This design comes from an exercise in tuning for small area on the open sky130 flow, not from production work. In this exercise RTL edits were held to simulation tests only and were not proved equivalent to the original. Power figures rest on the tool's default switching activity, not on a simulated workload.

## run 1
Design bitbang_core, start of the top module:
module bitbang_core (
    input  wire        clk,
    input  wire        rst,           
    input  wire [10:0] host_addr,     
    input  wire        host_we,
    input  wire [31:0] host_wdata,
    input  wire        host_re,
    output reg  [31:0] host_rdata,    
    output wire        busy,
    output wire        ev_valid,
    output wire [1:0]  ev_kind,       
    output wire [2:0]  ev_role,
    output wire        ev_level,
    output wire [31:0] ev_dur,
    input  wire        ev_ack,
    input  wire        ev_fault,
    input  wire [7:0]  ev_info,
    input  wire        ev_rlevel
);
Size: roughly 5,600 cells after synthesis, ~2,500 flip-flops, roughly 130 I/O pins, roughly 0.096 sq mm of cells after synthesis.
export LEC_CHECK = 0
export CAP_MARGIN = 20
export CORE_MARGIN = 2
export CORE_UTILIZATION = 65
export SLEW_MARGIN = 20
export SYNTH_HIERARCHICAL = 1
create_clock -name core_clock -period 10.0 [get_ports {clk}]
run.sh (not shown) runs the stock make flow with config.mk's settings and CLKGATE_MAP_FILE= SYNTH_SCRIPT=/design/flow/synth_recipe.tcl, a recipe that flattens the netlist after the stock synthesis.
Run 1: full flow OK, the timing, DRC and antenna checks passed
What run 2 does differently from run 1 at the input level:
Settings: CTS_CLUSTER_SIZE newly set to 40; CTS_BUF_LIST newly set to sky130_fd_sc_hd__clkbuf_16; CTS_CLUSTER_DIAMETER newly set to 60; CORE_UTILIZATION changed from 65 to 70; PLACE_DENSITY newly set to 0.8.
Findings:
From run 1 to run 2 the numbers moved as follows: final worst-path setup slack went up by 22 ps; final RePlAce weighted congestion went up by 0.038; post-layout minimum cycle time went down by 22 ps; post-layout instance area went down by about 2.5%.

Setup of alpha:
bitbang_core, a different RTL version from the one above (not shown whole).
For scale: about 2500 flip-flops, about 130 I/O pins, about 100000 um^2 of cells after synthesis.
Settings: LEC_CHECK=0, CAP_MARGIN=20, CORE_MARGIN=2, CORE_UTILIZATION=65, PLACE_DENSITY=0.76, SLEW_MARGIN=20, SYNTH_HIERARCHICAL=1; clock period 10.0 ns.
standard.sh (not shown) runs the stock make flow with config.mk's settings and CLKGATE_MAP_FILE= SYNTH_SCRIPT=/design/flow/synth_recipe.tcl, a recipe that flattens the netlist after the stock synthesis.
==> flow/flow/run.sh <==
#!/bin/bash
# The standard layout (the standard.sh, unchanged synthesis), with two
# options passed to ORFS through its environment:
# - clock tree: clkbuf_16 sink clusters of at most 26 flip-flops within 90 um,
#   without the dummy loads CTS adds to balance the tree;
# - port buffers: sky130_fd_sc_hd__buf_1.
set -euo pipefail
export CTS_ARGS="-sink_clustering_enable -repair_clock_nets -sink_clustering_size 26 -sink_clustering_max_diameter 90 -buf_list sky130_fd_sc_hd__clkbuf_16 -dont_use_dummy_load"
export BUFFER_PORTS_ARGS="-buffer_cell sky130_fd_sc_hd__buf_1"
bash standard.sh > flow.log 2>&1
#### Input delta (epsilon over alpha)
Settings: PLACE_DENSITY now 0.7, was 0.76; CORE_UTILIZATION now 60, was 65.
--- a/flow/flow/run.sh
+++ b/flow/flow/run.sh
@@ -4 +4 @@
-# - clock tree: clkbuf_16 sink clusters of at most 26 flip-flops within 90 um,
+# - clock tree: clkbuf_16 sink clusters of at most 25 flip-flops within 80 um,
@@ -8 +8 @@
-export CTS_ARGS="-sink_clustering_enable -repair_clock_nets -sink_clustering_size 26 -sink_clustering_max_diameter 90 -buf_list sky130_fd_sc_hd__clkbuf_16 -dont_use_dummy_load"
+export CTS_ARGS="-sink_clustering_enable -repair_clock_nets -sink_clustering_size 25 -sink_clustering_max_diameter 80 -buf_list sky130_fd_sc_hd__clkbuf_16 -dont_use_dummy_load"
## What came out
Diff alpha..epsilon | residual overflow from global routing | unchanged
alpha has a higher period utilization than epsilon.
epsilon ended with more fill cell instance count of the final layout than alpha.
Comparing alpha and epsilon, the lower arrival time at the worst endpoint was measured on epsilon.

try-harbor:
bitbang_core, a different RTL version from the one above (not shown whole).
For scale: ~2500 flip-flops, about 130 I/O pins, ~95000 um^2 of cells after synthesis.
clock: 10.0 ns
lec_check: 0
cap_margin: 20
core_margin: 2
core_utilization: 70
place_density: 0.8
slew_margin: 20
synth_hierarchical: 1
==> flow/flow/run.sh <==
#!/bin/bash
# The standard layout (the standard.sh, unchanged synthesis), with two
# options passed to ORFS through its environment:
# - clock tree: clkbuf_16 sink clusters of at most 40 flip-flops within 60 um,
#   without the dummy loads CTS adds to balance the tree;
# - port buffers: sky130_fd_sc_hd__buf_1.
set -euo pipefail
export CTS_ARGS="-sink_clustering_enable -repair_clock_nets -sink_clustering_size 40 -sink_clustering_max_diameter 60 -buf_list sky130_fd_sc_hd__clkbuf_16 -dont_use_dummy_load"
export BUFFER_PORTS_ARGS="-buffer_cell sky130_fd_sc_hd__buf_1"
bash standard.sh > flow.log 2>&1
Changes in try-raven relative to try-harbor:
==> flow/run.sh (new file) <==
#!/bin/bash
# synth_recipe.tcl (not shown) runs the flow's synth.tcl, then flattens the netlist and writes it again
# the make line also repeats each setting of config.mk as NAME=value (left out here)
make -C /OpenROAD-flow-scripts/flow DESIGN_CONFIG=/design/flow/config.mk WORK_HOME=/design/flow/orfs CLKGATE_MAP_FILE= SYNTH_SCRIPT=/design/flow/synth_recipe.tcl finish
--- a/flow/config.mk
+++ b/flow/config.mk
@@ -10,2 +10,5 @@
 export CORE_UTILIZATION = 70
+export CTS_BUF_LIST = sky130_fd_sc_hd__clkbuf_16
+export CTS_CLUSTER_DIAMETER = 60
+export CTS_CLUSTER_SIZE = 40
 export PLACE_DENSITY = 0.8
removed: flow/flow/run.sh
removed: flow/standard.sh
==> results.txt <==
- try-raven: no failed stages, no open violations at the end
- For the combinational-cell power consumption, try-raven came in about 3% higher than try-harbor did.
- Compared to try-harbor, try-raven reaches a lower achievable clock.
- Cell area (higher): try-raven
- Diff try-harbor -> try-raven | met3 capacity usage during global routing | increase of 0.30 points
Changes in try-umber relative to try-raven:
==> flow/flow/run.sh (new file) <==
#!/bin/bash
# The standard layout (the standard.sh, unchanged synthesis), with two
# options passed to ORFS through its environment:
# - clock tree: clkbuf_16 sink clusters of at most 30 flip-flops within 50 um,
#   without the dummy loads CTS adds to balance the tree;
# - port buffers: sky130_fd_sc_hd__buf_1.
set -euo pipefail
export CTS_ARGS="-sink_clustering_enable -repair_clock_nets -sink_clustering_size 30 -sink_clustering_max_diameter 50 -buf_list sky130_fd_sc_hd__clkbuf_16 -dont_use_dummy_load"
export BUFFER_PORTS_ARGS="-buffer_cell sky130_fd_sc_hd__buf_1"
bash standard.sh > flow.log 2>&1
==> flow/standard.sh (new file) <==
#!/bin/bash
# synth_recipe.tcl (not shown) runs the flow's synth.tcl, then flattens the netlist and writes it again
# the make line also repeats each setting of config.mk as NAME=value (left out here)
make -C /OpenROAD-flow-scripts/flow DESIGN_CONFIG=/design/flow/config.mk WORK_HOME=/design/flow/orfs CLKGATE_MAP_FILE= SYNTH_SCRIPT=/design/flow/synth_recipe.tcl "${@:-finish}"
--- a/flow/config.mk
+++ b/flow/config.mk
@@ -10,5 +10,2 @@
 export CORE_UTILIZATION = 70
-export CTS_BUF_LIST = sky130_fd_sc_hd__clkbuf_16
-export CTS_CLUSTER_DIAMETER = 60
-export CTS_CLUSTER_SIZE = 40
 export PLACE_DENSITY = 0.8
removed: flow/run.sh
--- outcome ---
From try-raven to try-umber the numbers moved as follows: areal power density over the cells shrank by 1.4%, post-route standard cell area excluding fillers now sits lower. Count of placed standard cells in the final layout, fillers left out: try-umber < try-raven. On worst hold slack, try-raven and try-umber are neck and neck. Lower detailed placement HPWL goes to try-umber over try-raven. Comparing try-raven and try-umber, the lower worst-skew pair later-pin latency was measured on try-raven. Measured against try-raven, the maximum fanout along the worst path of try-umber comes out at 1.6 times the reference value. Sequential share of layout area in try-umber vs try-raven: up 1.1 points. The clock skew in try-umber was higher than what try-raven gave. Buffering overhead in try-umber is 0.76 points lower than in try-raven.

==> static timing again, ports no longer ideal <==
Ports are ideal in the flow. The routed layouts listed here were re-timed in OpenROAD. Step 1: set_driving_cell puts a clkbuf_16 on clk and a buf_2 on each other input, an assumption about the parent block. Step 2 also shifts input and output timing later by t, the mid clock arrival at the registers, as if the neighbouring blocks saw the same clock. a / b / c = ideal ports / drivers / drivers and shift; a / b = the first two.
run	t (ns)	setup WS [ns]	cell pins on the clock port's net
run 1	0.926	0.720 / 0.720 / 0.720	1
run 2	0.887	0.742 / 0.742 / 0.724	1
alpha	0.834	0.852 / 0.852 / 0.852	1
epsilon	0.905	1.230 / 1.230 / 1.230	1
try-harbor	0.873	0.738 / 0.738 / 0.738	1
try-raven	0.865	0.685 / 0.685 / 0.685	1
try-umber	0.885	0.805 / 0.805 / 0.805	1
After both steps every run listed still meets setup and hold. For run 2, which loses most, drivers alone change the setup slack by 0.000 ns; drivers and shift together by -0.018 ns.
